This is an optimization exercise on Yosys and OpenROAD, whose aim is small area, a short achievable clock period and few clock cycles, not a production implementation.
The RTL was checked by simulation tests, not by an equivalence proof against the original design.
Power and IR drop assume default switching activity.

===== design/flow/config.mk =====
export PLATFORM = sky130hd
export DESIGN_NAME = trb_palette
export DESIGN_NICKNAME = trb_palette
export VERILOG_FILES = /design/flow/design.v
export SDC_FILE = /design/flow/constraint.sdc
export NUM_CORES = 4
export LEC_CHECK = 0
export ABC_AREA = 1
export CAP_MARGIN = 20
export CORE_MARGIN = 2
export CORE_UTILIZATION = 60
export CTS_BUF_LIST = sky130_fd_sc_hd__clkbuf_4 sky130_fd_sc_hd__clkbuf_8
export SLEW_MARGIN = 20
export SYNTH_MEMORY_MAX_BITS = 16384

===== design/flow/constraint.sdc =====
create_clock -name core_clock -period 25.0 [get_ports {clk}]
set_input_delay 5.0000 -clock core_clock [delete_from_list [all_inputs] [get_ports {clk}]]
set_output_delay 5.0000 -clock core_clock [all_outputs]
set_load 0.01 [all_outputs]

===== design/flow/design.v =====
module trb_palette (
    input  wire        clk,
    input  wire        rst,           
    input  wire        start,         
    input  wire [31:0] cmd,           
    output reg         busy,
    output reg         done,
    output reg         err,
    output reg  [3:0]  errcode,
    output reg  [31:0] err_info,
    output reg         pal_valid,
    output wire [9:0]  pal_count,
    output wire [23:0] lut_rgb,
    output reg         fb_rd,
    output wire [9:0]  fb_addr,
    input  wire [7:0]  fb_rdata,
    output reg         rgb_we,
    output wire [9:0]  rgb_addr,
    output wire [23:0] rgb_wdata
);
    localparam [9:0] LAST = 10'd959;      
    localparam [3:0] E_BADCMD     = 4'd1;
    localparam [3:0] E_PAL_LEVELS = 4'd4;
    localparam [3:0] E_NO_PAL     = 4'd7;
    localparam [3:0] E_PAL_RANGE  = 4'd8;
    function [8:0] dm3;
        input [6:0] x;
        integer i;
        reg [2:0] r;
        reg [6:0] qq;
        begin
            r  = 3'd0;
            qq = 7'd0;
            for (i = 6; i >= 0; i = i - 1) begin
                r = {r[1:0], x[i]};
                if (r >= 3'd3) begin
                    r     = r - 3'd3;
                    qq[i] = 1'b1;
                end
            end
            dm3 = {qq, r[1:0]};
        end
    endfunction
    function [9:0] dm5;
        input [6:0] x;
        integer i;
        reg [3:0] r;
        reg [6:0] qq;
        begin
            r  = 4'd0;
            qq = 7'd0;
            for (i = 6; i >= 0; i = i - 1) begin
                r = {r[2:0], x[i]};
                if (r >= 4'd5) begin
                    r     = r - 4'd5;
                    qq[i] = 1'b1;
                end
            end
            dm5 = {qq, r[2:0]};
        end
    endfunction
    reg        idle;                  
    reg        dec;                   
    reg        rph;                   
    reg        v1, p1, v2, p2;        
    reg        bq;                    
    reg  [7:0] fb_q;                  
    reg  [17:0] lut_q;
    reg  [5:0] wd_hi;                 
    wire [9:0]  wa = err_info[9:0];
    wire [9:0]  ra = err_info[19:10];
    wire [17:0] wd_q = {wd_hi, err_info[31:20]};
    reg  [6:0] cnt_q;                 
    assign pal_count = {2'b00, cnt_q[6], cnt_q[5], cnt_q[2], cnt_q[4], cnt_q[3],
                        cnt_q[2], cnt_q[1], cnt_q[0]};
    assign fb_addr   = ra;
    assign rgb_addr  = wa;
    assign lut_rgb   = {lut_q[17:16], lut_q[13:12], lut_q[15:12],
                        lut_q[11:10], lut_q[7:6],   lut_q[9:6],
                        lut_q[5:4],   lut_q[1:0],   lut_q[3:0]};
    assign rgb_wdata = {wd_q[17:16], wd_q[13:12], wd_q[15:12],
                        wd_q[11:10], wd_q[7:6],   wd_q[9:6],
                        wd_q[5:4],   wd_q[1:0],   wd_q[3:0]};
    wire L2 = cnt_q[3] & ~cnt_q[4];
    wire L3 = cnt_q[1];
    wire L4 = cnt_q[5] & ~cnt_q[3];
    wire L5 = cnt_q[2];
    wire L6 = cnt_q[6];
    wire [4:0] oh = {L6, L5, L4, L3, L2};
    function [5:0] c3; input [1:0] v; c3 = {v[1], {5{|v}}}; endfunction
    function [5:0] c5;
        input [2:0] v;
        c5 = {v[2] | (v[1] & v[0]), v[2] | (v[1] & ~v[0]), {4{|v}}};
    endfunction
    function [5:0] c6;
        input [2:0] v;
        c6 = {v[2] | (v[1] & v[0]), v[2] | (v[1] & ~v[0]),
              v[2] | (v[1] & v[0]), v[2] | (v[1] & ~v[0]),
              (~v[2] & (v[1] ^ v[0])) | (v[2] & v[0]), v[0]};
    endfunction
    wire [8:0]  s1 = dm3(fb_q[7:1]);                   
    wire [8:0]  s2 = dm3({2'b00, s1[7:3]});            
    wire [17:0] e6 = {c6(s2[4:2]), c6({s2[1:0], s1[2]}), c6({s1[1:0], fb_q[0]})};
    wire [8:0]  u1 = dm3({2'b00, fb_q[4:0]});          
    wire [8:0]  u2 = dm3({3'b000, u1[5:2]});
    wire [17:0] e3 = {c3(u2[3:2]), c3(u2[1:0]), c3(u1[1:0])};
    wire [9:0]  t1 = dm5(fb_q[6:0]);                   
    wire [9:0]  t2 = dm5(t1[9:3]);
    wire [17:0] e5 = {c5(t2[5:3]), c5(t2[2:0]), c5(t1[2:0])};
    wire [17:0] e2 = {{6{fb_q[2]}}, {6{fb_q[1]}}, {6{fb_q[0]}}};
    wire [17:0] e4 = {fb_q[5], fb_q[4], fb_q[5], fb_q[4], fb_q[5], fb_q[4],
                      fb_q[3], fb_q[2], fb_q[3], fb_q[2], fb_q[3], fb_q[2],
                      fb_q[1], fb_q[0], fb_q[1], fb_q[0], fb_q[1], fb_q[0]};
    wire [17:0] pal_out = ({18{L2}} & e2) | ({18{L3}} & e3) | ({18{L4}} & e4) |
                          ({18{L5}} & e5) | ({18{L6}} & e6);
    wire over = (L2 & (fb_q >= 8'd8))  | (L3 & (fb_q >= 8'd27)) |
                (L4 & (fb_q >= 8'd64)) | (L5 & (fb_q >= 8'd125)) |
                (L6 & (fb_q >= 8'd216));
    wire [31:0] w = err_info;
    wire        is_build  = (w[7:0] == 8'h02) && (w[31:12] == 20'd0);
    wire        is_expand = (w == 32'h00000004);
    wire        is_lookup = (w[15:0] == 16'h0005) && (w[31:25] == 7'd0);
    wire [3:0]  lv        = w[11:8];
    wire        lv_ok     = (lv >= 4'd2) && (lv <= 4'd6);
    wire        badcmd    = !is_build && !is_expand && !is_lookup;
    wire        lv_err    = is_build && !lv_ok;
    wire        nopal     = (is_lookup || is_expand) && !pal_valid;
    wire        rng_err   = is_lookup && pal_valid && (w[24] || over);
    wire        look_ok   = is_lookup && pal_valid && !(w[24] || over);
    wire        exp_go    = is_expand && pal_valid;
    wire        ra_last   = (ra == LAST);
    wire        wa_last   = (wa == LAST);
    wire        last_wr   = rgb_we && wa_last;
    wire        finish    = (dec && !exp_go) || bq || last_wr;
    wire        keep_w    = dec && badcmd;
    wire        keep_q    = !idle && keep_w;
    wire        run_d     = !idle && !finish;
    wire        run_a     = !idle && !keep_w && !ra_clr;
    wire        ra_clr    = dec || bq || last_wr || (fb_rd && ra_last);
    wire        wa_inc    = v2 && !bq;
    wire        wa_clr    = last_wr || (wa_inc && wa_last);
    reg  [3:0]  code_dec;
    reg  [9:0]  info_dec;
    always @(*) begin
        code_dec = 4'd0;
        info_dec = 10'd0;
        if (badcmd) begin
            code_dec = E_BADCMD;
            info_dec = w[9:0];
        end
        if (lv_err) begin
            code_dec = E_PAL_LEVELS;
            info_dec = {6'd0, lv};
        end
        if (nopal)
            code_dec = E_NO_PAL;
        if (rng_err) begin
            code_dec = E_PAL_RANGE;
            info_dec = {1'b0, w[24:16]};
        end
    end
    always @(posedge clk) begin
        fb_q <= idle ? cmd[23:16] : fb_rdata;
        wd_hi <= pal_out[17:12];
        p1   <= rph;
        p2   <= p1;
        bq   <= v2 && !p2 && over;
        err     <= dec ? (code_dec != 4'd0) : bq;
        errcode <= dec ? code_dec : (bq ? E_PAL_RANGE : 4'd0);
        err_info[31:20] <= (cmd[31:20] & {12{idle}}) |
                           (err_info[31:20] & {12{keep_q}}) |
                           (pal_out[11:0] & {12{run_d}});
        err_info[19:10] <= (cmd[19:10] & {10{idle}}) |
                           (err_info[19:10] & {10{keep_q}}) |
                           ((ra + {9'd0, fb_rd}) & {10{run_a}});
        err_info[9:0]   <= (cmd[9:0] & {10{idle}}) |
                           ((dec ? (exp_go ? 10'h3FF : info_dec) :
                                   ((wa + {9'd0, wa_inc}) & {10{!wa_clr}})) & {10{!idle}});
        busy   <= !rst && (idle ? start : !finish);
        idle   <= rst || (idle ? !start : finish);
        dec    <= !rst && idle && start;
        done   <= !rst && !idle && finish;
        fb_rd  <= !rst && !idle && (dec ? exp_go : (fb_rd && !(ra_last && rph) && !bq));
        v1     <= !rst && fb_rd && !bq;
        v2     <= !rst && v1 && !bq;
        rgb_we <= !rst && v2 && p2 && !bq;
        if (idle)
            rph <= 1'b0;
        else if (fb_rd && ra_last)
            rph <= 1'b1;
        if (rst) begin
            pal_valid <= 1'b0;
            cnt_q     <= 7'd0;
            lut_q     <= 18'd0;
        end else if (dec) begin
            if (is_build && lv_ok) begin
                pal_valid <= 1'b1;
                cnt_q     <= {lv == 4'd6, lv >= 4'd4, lv == 4'd3 || lv >= 4'd5,
                              lv != 4'd4, lv == 4'd5, lv == 4'd3,
                              lv == 4'd3 || lv == 4'd5};
            end
            if (look_ok)
                lut_q <= pal_out;
        end
    end
endmodule

===== design/flow/flow/run.sh =====
#!/bin/bash
# Layout flow: the standard ORFS flow with two changes.
#  1. Synthesis is the standard synthesis (standard.sh synth, same
#     synth_recipe.tcl, same registers), but ABC maps the combinational logic
#     with flow/abc.script (area-recovering mapping) in place of ORFS's
#     abc_area.script, and adders are left to ABC (ADDER_MAP_FILE empty)
#     rather than mapped to fa/ha cells beforehand.
#  2. Port buffers are sky130_fd_sc_hd__buf_1 (buffer_ports -buffer_cell).
#  3. Clock tree: larger sink clusters and no dummy loads (CTS_ARGS).
# Everything else (floorplan, tap cells, PDN, placement, CTS, routing,
# finish) is standard.sh unchanged.  Each step logs to its own file here.
set -euo pipefail
W=$(pwd)
rm -rf "$W/scripts_abc"
cp -r "$FLOW_HOME/scripts" "$W/scripts_abc"
cp "$W/flow/abc.script" "$W/scripts_abc/abc_area.script"
bash standard.sh ABC_AREA=1 SCRIPTS_DIR="$W/scripts_abc" ADDER_MAP_FILE= synth > "$W/flow_synth.log" 2>&1
bash standard.sh "BUFFER_PORTS_ARGS=-buffer_cell sky130_fd_sc_hd__buf_1" \
  "CTS_ARGS=-sink_clustering_enable -repair_clock_nets -dont_use_dummy_load -sink_clustering_size 30 -sink_clustering_max_diameter 80 -buf_list {sky130_fd_sc_hd__clkbuf_4 sky130_fd_sc_hd__clkbuf_8}" \
  finish > "$W/flow_layout.log" 2>&1
test -s "$W/out/final.def"

===== design/flow/flow/abc.script =====
strash
dc2
balance
rewrite
refactor
balance
rewrite
rewrite -z
balance
refactor -z
rewrite -z
balance
dc2
balance
rewrite
refactor
balance
rewrite
rewrite -z
balance
refactor -z
rewrite -z
balance
dch -f
amap -m
topo

===== design/flow/standard.sh =====
#!/bin/bash
# synth_recipe.tcl (not shown) runs the flow's synth.tcl, then flattens the netlist and writes it again
# the make line also repeats each setting of config.mk as NAME=value (left out here)
make -C /OpenROAD-flow-scripts/flow DESIGN_CONFIG=/design/flow/config.mk WORK_HOME=/design/flow/orfs CLKGATE_MAP_FILE= SYNTH_SCRIPT=/design/flow/synth_recipe.tcl "${@:-finish}"

==> qor.csv, run 1 <==
stage,metric,value,unit
global_routing,total grt overflow,0,
logic_synthesis,"EDFF count, synth",0,
power_and_ir_drop,cell area power density,68.9,mW/mm²
timing,final hold vios,0,
logic_synthesis,Synth area leader,dfxtp_1,
clock_tree,CTS buffer count,9,
power_and_ir_drop,Leak Pwr,1.91,nW
logic_synthesis,main area contributors after synthesis,"dfxtp_1 36%, nor2_1 8.1%, buf_4 7.6%, clkinv_1 6.7%, o21ai_0 6.4%",
timing,clk_skew,32.5,ps
place,RePlAce Congestion,0.954,
die,Die W,94.6,µm
layout,Final Cell Area,0.00543,mm²
logic_synthesis,"Seq/Total Area, Yosys",36.1,%
clock_tree,TritonCTS clock tree,yes,
layout,final cell count without fillers,909,
timing,Worst slew margin,45.9,%
place,final HPWL from detailed placement,11.6,mm
die,initial core utilization,60.9,%
timing,post-layout min period,6410,ps
logic_synthesis,Simple-Gate Fraction of Synth Area,20.4,%
logic_synthesis,Mapped Cells,682,
logic_synthesis,synthesized area,0.00493,mm²
status,run status,no timing/DRC/antenna violations,
detailed_routing,Detail Route Antenna Nets,0,
die,IO Pins,163,
logic_synthesis,Yosys warning total,1,
timing,final setup margin,18590,ps
die,die area,0.00896,mm²
timing,fin crit share,25.6,%
clock_tree,Post-CTS Hold Fix Bufs,0,
detailed_routing,DR iter-0 viols,288,
logic_synthesis,post-synthesis share of cell area spent on xor and xnor gates,0,%
critical_path,crit end category,register,
clock_tree,clock latency (worst-skew pair),370,ps
timing,Pins Over Slew Limit,0,
layout,share of cells above drive strength 1,1.49,%
logic_synthesis,multiplexer share of the synthesized area,0.203,%
timing,fmax,156,MHz
layout,Layout fillers,774,
detailed_routing,drt wl/cell,16.3,µm
logic_synthesis,largest family of logic cells by synthesized area,compound AO/OA/AOI/OAI gates,
global_routing,first-pass GRT wire length,22.8,mm
timing,hold_ws,358,ps
clock_tree,clk slew on worst S/H paths,90,ps
power_and_ir_drop,Peak VDD IR,37.2,µV
critical_path,Crit Path Class,in2reg,
clock_tree,Post-CTS Setup Bufs,0,
logic_synthesis,predominant post-synthesis flop cell,dfxtp_1,
logic_synthesis,top-count cell post-synth,nor2_1,
detailed_routing,DRC,0,
place,Area after DPL,0.00531,mm²
global_routing,vias in the first global route,4806,
die,Cell Rows,33,
critical_path,Critical Path RT,25250,ps
layout,post-layout util,67.1,%
clock_tree,maximum clock insertion buffer count,2,
detailed_routing,Via density,6.03,
global_routing,GRT Resource Usage Total,32.6,%
timing,Slew @ Worst Pin,791,ps
logic_synthesis,adder-cell share of the synthesized area,0,%
timing,Finish-stage setup viols,0,
detailed_routing,final WL,14.8,mm
logic_synthesis,post-synthesis async set-or-reset flop share,0,%
layout,number of diodes,0,
clock_tree,H-tree depth,3,
timing,unrepaired setup endpoints after global routing,no,
logic_synthesis,Yosys cell types,42,
place,I/O Buffers,160,
logic_synthesis,Yosys top cell area share,36.1,%
clock_tree,clk root buf,clkbuf_8,
logic_synthesis,Synth Area in Compound Gates,28.8,%
logic_synthesis,Commonest cells post-synth,"107 x nor2_1, 89 x dfxtp_1, 88 x clkinv_1, 63 x o21ai_0, 60 x nand2_1",
layout,Layout Nets,849,
timing,Sum Neg Setup Slack,0,ps
logic_synthesis,synthesis-stage register bit count,89,
layout,area grow syn2layout,10.2,%
global_routing,largest net degree at the start of global routing,29,
detailed_routing,First-pass DRT Iterations,5,
place,dpl cells,900,
critical_path,crit-path max FO,21,
place,pre-CTS WS,18210,ps
power_and_ir_drop,Tot Pwr,0.375,mW
global_routing,initial antenna violation count,0,
die,core area,0.00809,mm²
logic_synthesis,Avg Synthesized Cell Area,7.23,µm²
clock_tree,post-cts gate resize count,0,
die,Die Ht,94.6,µm
worst_hold_path,Hold Crit Class,reg2reg,
flow_run,max-cap violations,0,
critical_path,Startpoint Class,input port,
detailed_routing,via count,5481,
clock_tree,clk sinks,89,
critical_path,Arrival @ worst endpoint,6660,ps
## placed cells by master, fill, tap and decap left out, types with 4 or more instances in the layout
cell,Yosys,routed
or4_1,4,4
nand3_1,6,6
o22ai_1,19,19
a211oi_1,16,16
a21oi_1,55,55
clkbuf_8,0,9
clkinv_1,88,88
o221a_1,13,13
nor3_1,25,24
o21ai_0,63,63
or2_0,6,6
nand2_1,60,60
o32ai_1,4,4
nor4_1,5,5
o21a_1,4,4
dfxtp_1,89,89
a222oi_1,6,6
o221ai_1,8,8
nand4_1,5,5
a31oi_1,7,7
or3_1,4,4
buf_1,0,160
nor2b_1,7,7
nor2_1,107,107
## layout make-up
type,count,area [µm²],share of cell area (%)
Timing Repair Buffer,162,616,11.3
Sequential cell,89,1780,32.8
Inverter,88,330,6.08
Tap cell,105,131,2.42
Multi-Input combinational cell,456,2450,45.1
Clock buffer,9,124,2.28
## worst max-delay path, cell delays in order
cell and delay (ps):
buf_1 390, clkinv_1 600, and3_1 390, a31oi_1 190, clkinv_1 90
## routing by layer
layer | global-route usage, % | share of wire, % | vias up
met5 | 0 | 0 | -
met4 | 15.6 | 4.2 | 0
met3 | 6.30 | 6.2 | 58
met2 | 57.5 | 50 | 252
met1 | 37.7 | 39 | 2545
li1 | - | - | 2626
## where the power goes
group | internal [mW] | switching [mW]
Sequential | 0.152 | 0.0158
Clock | 0.0323 | 0.0456
Combinational | 0.0407 | 0.0887
## kinds of logic (layout without fill, tap and decap cells)
logic type             count (synthesis)  count (layout)
AOI/OAI and AO/OA                    220             220
buffers and inverters                138             259
DFF                                   89              89
muxes                                  1               1
other                                  1               2
and+or+nand+nor                      233             233
## final timing paths
path / startpoint / to / slack, ps / depth (start not counted)
worst max register to register: fb_q[4] / err_info[27] / 19420 / 32
worst min register to register: rph / p1 / 360 / 0
worst min-delay path: rph / p1 / 360 / 0
worst max-delay path: rst / busy / 18590 / 5
## sequential cells by signal, indices dropped and copies added (netlist names)
| name | flops |
|---|---|
| idle | 1 |
| p2 | 1 |
| bq | 1 |
| cnt_q | 7 |
| wd_hi | 6 |
| rgb_we | 1 |
| p1 | 1 |
| busy | 1 |
| pal_valid | 1 |
| fb_q | 8 |
| v1 | 1 |
| fb_rd | 1 |
| err_info | 32 |
| lut_q | 18 |
| dec | 1 |
| done | 1 |
| v2 | 1 |
| errcode | 4 |
| rph | 1 |
| err | 1 |
Testbench counts, summed over its fixed seeds: cycles 46,440.
==> inputs of run 2 (changes only) <==
==> design/flow/flow/run.sh (replaced) <==
#!/bin/bash
# Layout flow: the standard ORFS flow with two changes.
#  1. Synthesis is the standard synthesis (standard.sh synth, same
#     synth_recipe.tcl, same registers), but ABC maps the combinational logic
#     with flow/abc.script (area-recovering mapping) in place of ORFS's
#     abc_area.script, and adders are left to ABC (ADDER_MAP_FILE empty)
#     rather than mapped to fa/ha cells beforehand.
#  2. Port buffers are sky130_fd_sc_hd__buf_1 (buffer_ports -buffer_cell).
#  3. repair_timing aims at a setup slack of 19 ns (SETUP_SLACK_MARGIN), so
#     it sizes and buffers the paths that set the achieved period.
#  4. Clock tree: larger sink clusters and no dummy loads (CTS_ARGS).
# Everything else (floorplan, tap cells, PDN, placement, CTS, routing,
# finish) is standard.sh unchanged.  Each step logs to its own file here.
set -euo pipefail
W=$(pwd)
rm -rf "$W/scripts_abc"
cp -r "$FLOW_HOME/scripts" "$W/scripts_abc"
cp "$W/flow/abc.script" "$W/scripts_abc/abc_area.script"
bash standard.sh ABC_AREA=1 SCRIPTS_DIR="$W/scripts_abc" ADDER_MAP_FILE= synth > "$W/flow_synth.log" 2>&1
bash standard.sh "BUFFER_PORTS_ARGS=-buffer_cell sky130_fd_sc_hd__buf_1" SETUP_SLACK_MARGIN=19 \
  "CTS_ARGS=-sink_clustering_enable -repair_clock_nets -dont_use_dummy_load -sink_clustering_size 30 -sink_clustering_max_diameter 80 -root_buf sky130_fd_sc_hd__clkbuf_16 -buf_list {sky130_fd_sc_hd__clkbuf_8 sky130_fd_sc_hd__clkbuf_16}" \
  finish > "$W/flow_layout.log" 2>&1
test -s "$W/out/final.def"
==> qor.csv, run 2 <==
stage,metric,value,unit,change
timing,unrepaired setup endpoints after global routing,no,,
layout,area grow syn2layout,12.7,%,
critical_path,CP max stage cell,dfxtp_1,,
clock_tree,CTS buffer count,9,,unchanged
die,core area,0.00809,mm²,unchanged
layout,Layout fillers,762,,-1.6%
critical_path,crit end category,output port,,
place,final HPWL from detailed placement,11.6,mm,unchanged
timing,Finish-stage setup viols,0,,unchanged
critical_path,Crit Path Class,reg2out,,
layout,biggest regs,"err_info x32, lut_q x18, fb_q x8",,
logic_synthesis,Yosys warning total,1,,unchanged
detailed_routing,First-pass DRT Iterations,5,,unchanged
detailed_routing,DR iter-0 viols,296,,+2.8%
clock_tree,Post-CTS Hold Fix Bufs,0,,unchanged
die,Die W,94.6,µm,unchanged
worst_hold_path,Hold Crit Class,reg2reg,,
critical_path,max incr delay on CP,460,ps,-140 ps
power_and_ir_drop,cell area power density,74.3,mW/mm²,+7.8%
layout,"Most flops, register",err_info,,
detailed_routing,Detail Route Antenna Nets,0,,unchanged
clock_tree,clk slew on worst S/H paths,60,ps,-30 ps
logic_synthesis,Mapped Cells,682,,unchanged
logic_synthesis,Yosys cell types,42,,unchanged
detailed_routing,wire length on met2,7.73,mm,+3.8%
power_and_ir_drop,Leak Pwr,1.97,nW,+3.1%
timing,final hold vios,0,,unchanged
critical_path,worst-case reg-to-reg path depth,32,,unchanged
logic_synthesis,predominant post-synthesis flop cell,dfxtp_1,,
power_and_ir_drop,Reg power frac,40.7,%,-4.0 points
detailed_routing,top sig layer,met4,,
timing,Sum Neg Setup Slack,0,ps,unchanged
die,die area,0.00896,mm²,unchanged
layout,max reg flops,32,,unchanged
timing,fin crit share,23.9,%,-1.7 points
layout,share of cells above drive strength 1,3.23,%,+1.7 points
logic_synthesis,synthesized area,0.00493,mm²,unchanged
power_and_ir_drop,Peak VDD IR,47.6,µV,+28%
critical_path,crit-path max FO,5,,-76%
logic_synthesis,largest family of logic cells by synthesized area,compound AO/OA/AOI/OAI gates,,
critical_path,FF-to-FF Start,fb_q[4],,
logic_synthesis,Yosys top cell area share,36.1,%,unchanged
die,Die Ht,94.6,µm,unchanged
timing,Worst slew margin,43.0,%,-2.9 points
critical_path,Worst R2R Setup Slack,19490,ps,+70 ps
detailed_routing,via count,5453,,-0.51%
power_and_ir_drop,P_int,0.256,mW,+14%
detailed_routing,wl on met1,5.90,mm,+1.5%
global_routing,initial antenna violation count,0,,unchanged
critical_path,worst-path cell chain,buf_1,,
logic_synthesis,main area contributors after synthesis,"dfxtp_1 36%, nor2_1 8.1%, buf_4 7.6%, clkinv_1 6.7%, o21ai_0 6.4%",,
layout,most frequent cells in the layout,"159 x buf_1, 107 x nor2_1, 85 x clkinv_1",,
timing,Pins Over Slew Limit,0,,unchanged
detailed_routing,Via density,6.00,,-0.51%
logic_synthesis,Synth Area in Compound Gates,28.8,%,unchanged
die,Cell Rows,33,,unchanged
logic_synthesis,Simple-Gate Fraction of Synth Area,20.4,%,unchanged
status,run status,no timing/DRC/antenna violations,,
timing,clk_skew,21.1,ps,-11.4 ps
timing,fmax,167,MHz,+7.1%
logic_synthesis,multiplexer share of the synthesized area,0.203,%,unchanged
layout,Layout Nets,849,,unchanged
worst_hold_path,Hold Path Stages,0,,unchanged
power_and_ir_drop,switching share of power,37.9,%,-2.1 points
clock_tree,clock latency (worst-skew pair),350,ps,-20 ps
global_routing,vias in the first global route,4825,,+0.40%
logic_synthesis,"EDFF count, synth",0,,unchanged
logic_synthesis,top-count cell post-synth,nor2_1,,
clock_tree,TritonCTS clock tree,yes,,
logic_synthesis,Commonest cells post-synth,"107 x nor2_1, 89 x dfxtp_1, 88 x clkinv_1, 63 x o21ai_0, 60 x nand2_1",,
timing,post-layout min period,5990,ps,-423 ps
detailed_routing,routed wl met3,888,µm,-2.7%
logic_synthesis,adder-cell share of the synthesized area,0,%,unchanged
place,RePlAce Congestion,0.954,,unchanged
detailed_routing,final WL,15.1,mm,+2.2%
logic_synthesis,Avg Synthesized Cell Area,7.23,µm²,unchanged
global_routing,GRT Resource Usage Total,33.0,%,+0.44 points
critical_path,Critical Path RT,20000,ps,-5250 ps
die,initial core utilization,60.9,%,unchanged
detailed_routing,drt wl/cell,16.6,µm,+2.2%
flow_run,max-cap violations,0,,unchanged
detailed_routing,DRC,0,,unchanged
global_routing,largest net degree at the start of global routing,29,,unchanged
place,I/O Buffers,160,,unchanged
clock_tree,H-tree depth,3,,unchanged
critical_path,CP top delay family,flip-flops,,
logic_synthesis,"Seq/Total Area, Yosys",36.1,%,unchanged
critical_path,Arrival @ worst endpoint,990,ps,-5670 ps
logic_synthesis,Synth area leader,dfxtp_1,,
logic_synthesis,post-synthesis async set-or-reset flop share,0,%,unchanged
global_routing,total grt overflow,0,,unchanged
logic_synthesis,post-synthesis share of cell area spent on xor and xnor gates,0,%,unchanged
logic_synthesis,synthesis-stage register bit count,89,,unchanged
worst_hold_path,worst hold endpoint,p2,,
critical_path,Startpoint Class,register,,
layout,"most common cell after layout, fill and taps aside",buf_1,,
power_and_ir_drop,Clock Power Share,27.7,%,+6.9 points
timing,hold_ws,342,ps,-15.9 ps
power_and_ir_drop,Net Switching,0.156,mW,+4.2%
power_and_ir_drop,Gate power share,31.6,%,-2.9 points
global_routing,first-pass GRT wire length,23.1,mm,+1.4%
worst_hold_path,hold path startpoint,p1,,
die,IO Pins,163,,unchanged
clock_tree,clk sinks,89,,unchanged
critical_path,R2R Path End,err_info[27],,
layout,number of diodes,0,,unchanged
clock_tree,clk root buf,clkbuf_16,,
clock_tree,Post-CTS Setup Bufs,0,,unchanged
critical_path,Buf/Inv on CP,1,,-2
timing,Slew @ Worst Pin,852,ps,+60.8 ps
clock_tree,maximum clock insertion buffer count,2,,unchanged
-- run 2: routing by layer --
metal | GRT usage, % | up-vias
met3 | 4.07 | 47
met1 | 38.4 | 2533
met2 | 59.2 | 245
met5 | 0 | -
li1 | - | 2628
met4 | 16.9 | 0
-- run 2: worst max path at each step --
stage	endpoint	slack, ps	from	cells after the start
after floorplan	busy	19080	rst	4
after detailed placement	busy	18210	rst	5
final	rgb_wdata[5]	19010	err_info[21]	1
after CTS	busy	18960	rst	5
after global routing	rgb_addr[4]	19000	err_info[4]	1
after global placement	busy	18280	rst	5
-- run 2: power by group through the flow --
| stage | Sequential (mW) | Combinational, mW | Clock (mW) |
|---|---|---|---|
| 3_5_place_dp | 0.170 | 0.127 | 0 |
| 5_1_grt | 0.169 | 0.145 | 0.118 |
| 2_1_floorplan | 0.170 | 0.0983 | 0 |
| 4_1_cts | 0.167 | 0.128 | 0.113 |
| 6_report | 0.168 | 0.130 | 0.114 |
| 3_3_place_gp | 0.170 | 0.122 | 0 |
-- run 2: repair_timing --
action                     CTS  global route
resized for setup            6             9
cloned                       0             0
setup endpoints to repair   30            12
-- run 2: layout make-up --
type | count | area [µm²] | area share [%]
inverter | 88 | 335 | 6.04
multi-input combinational | 456 | 2450 | 44.1
tap | 105 | 131 | 2.37
timing repair buffer | 162 | 617 | 11.1
clock buffer | 9 | 225 | 4.05
sequential | 89 | 1790 | 32.3
-- run 2: cell families (layout without fill, tap and decap cells) --
kind of cell           count (synthesis)  after routing
multiplexers                           1              1
AO/OA/AOI/OAI                        220            220
other                                  1              2
AND/OR/NAND/NOR                      233            233
buffers and inverters                138            259
flip-flops                            89             89
-- run 2: through the flow --
| stage | total power [mW] | instance area [µm²] | worst slack, ps | std cells | utilization (%) |
|---|---|---|---|---|---|
| 2_1_floorplan | 0.268 | 4930 | 19080 | 683 | - |
| 3_3_place_gp | 0.292 | 5310 | 18280 | 900 | 65.6 |
| 3_5_place_dp | 0.297 | 5310 | 18210 | 900 | 65.6 |
| 4_1_cts | 0.408 | 5550 | 18960 | 909 | 68.5 |
| 5_1_grt | 0.433 | 5550 | 19000 | 909 | 68.6 |
| 6_report | 0.413 | 5550 | 19010 | 909 | 68.6 |

==> static timing again, ports no longer ideal <==
In the flow no input, the clock included, has a driving cell. The finished layouts below were timed again as built, in two steps.
Step 1 sets driving cells, clkbuf_16 on the clock port and buf_2 on the other inputs (assumed; they add their load-dependent delay and slew).
Step 2, shift: input delay + t, output delay - t, t = (earliest + latest rising clock arrival at the registers) / 2. This alone moves slack from input paths to output paths.
Slacks: no drivers / after step 1 / after step 2; pairs: no drivers / after step 1.
run | t (ns) | setup WS [ns] | slew at the worst register clock pin (ns) | cell pins on the clock port's net
run 1 | 0.387 | 18.592 / 18.605 / 18.218 | 0.10 / 0.10 | 1
run 2 | 0.373 | 19.015 / 18.979 / 18.887 | 0.07 / 0.07 | 1
After both steps setup and hold are still met in every run listed. For run 1, which loses most, drivers alone change the setup slack by +0.013 ns; drivers and shift together by -0.374 ns.
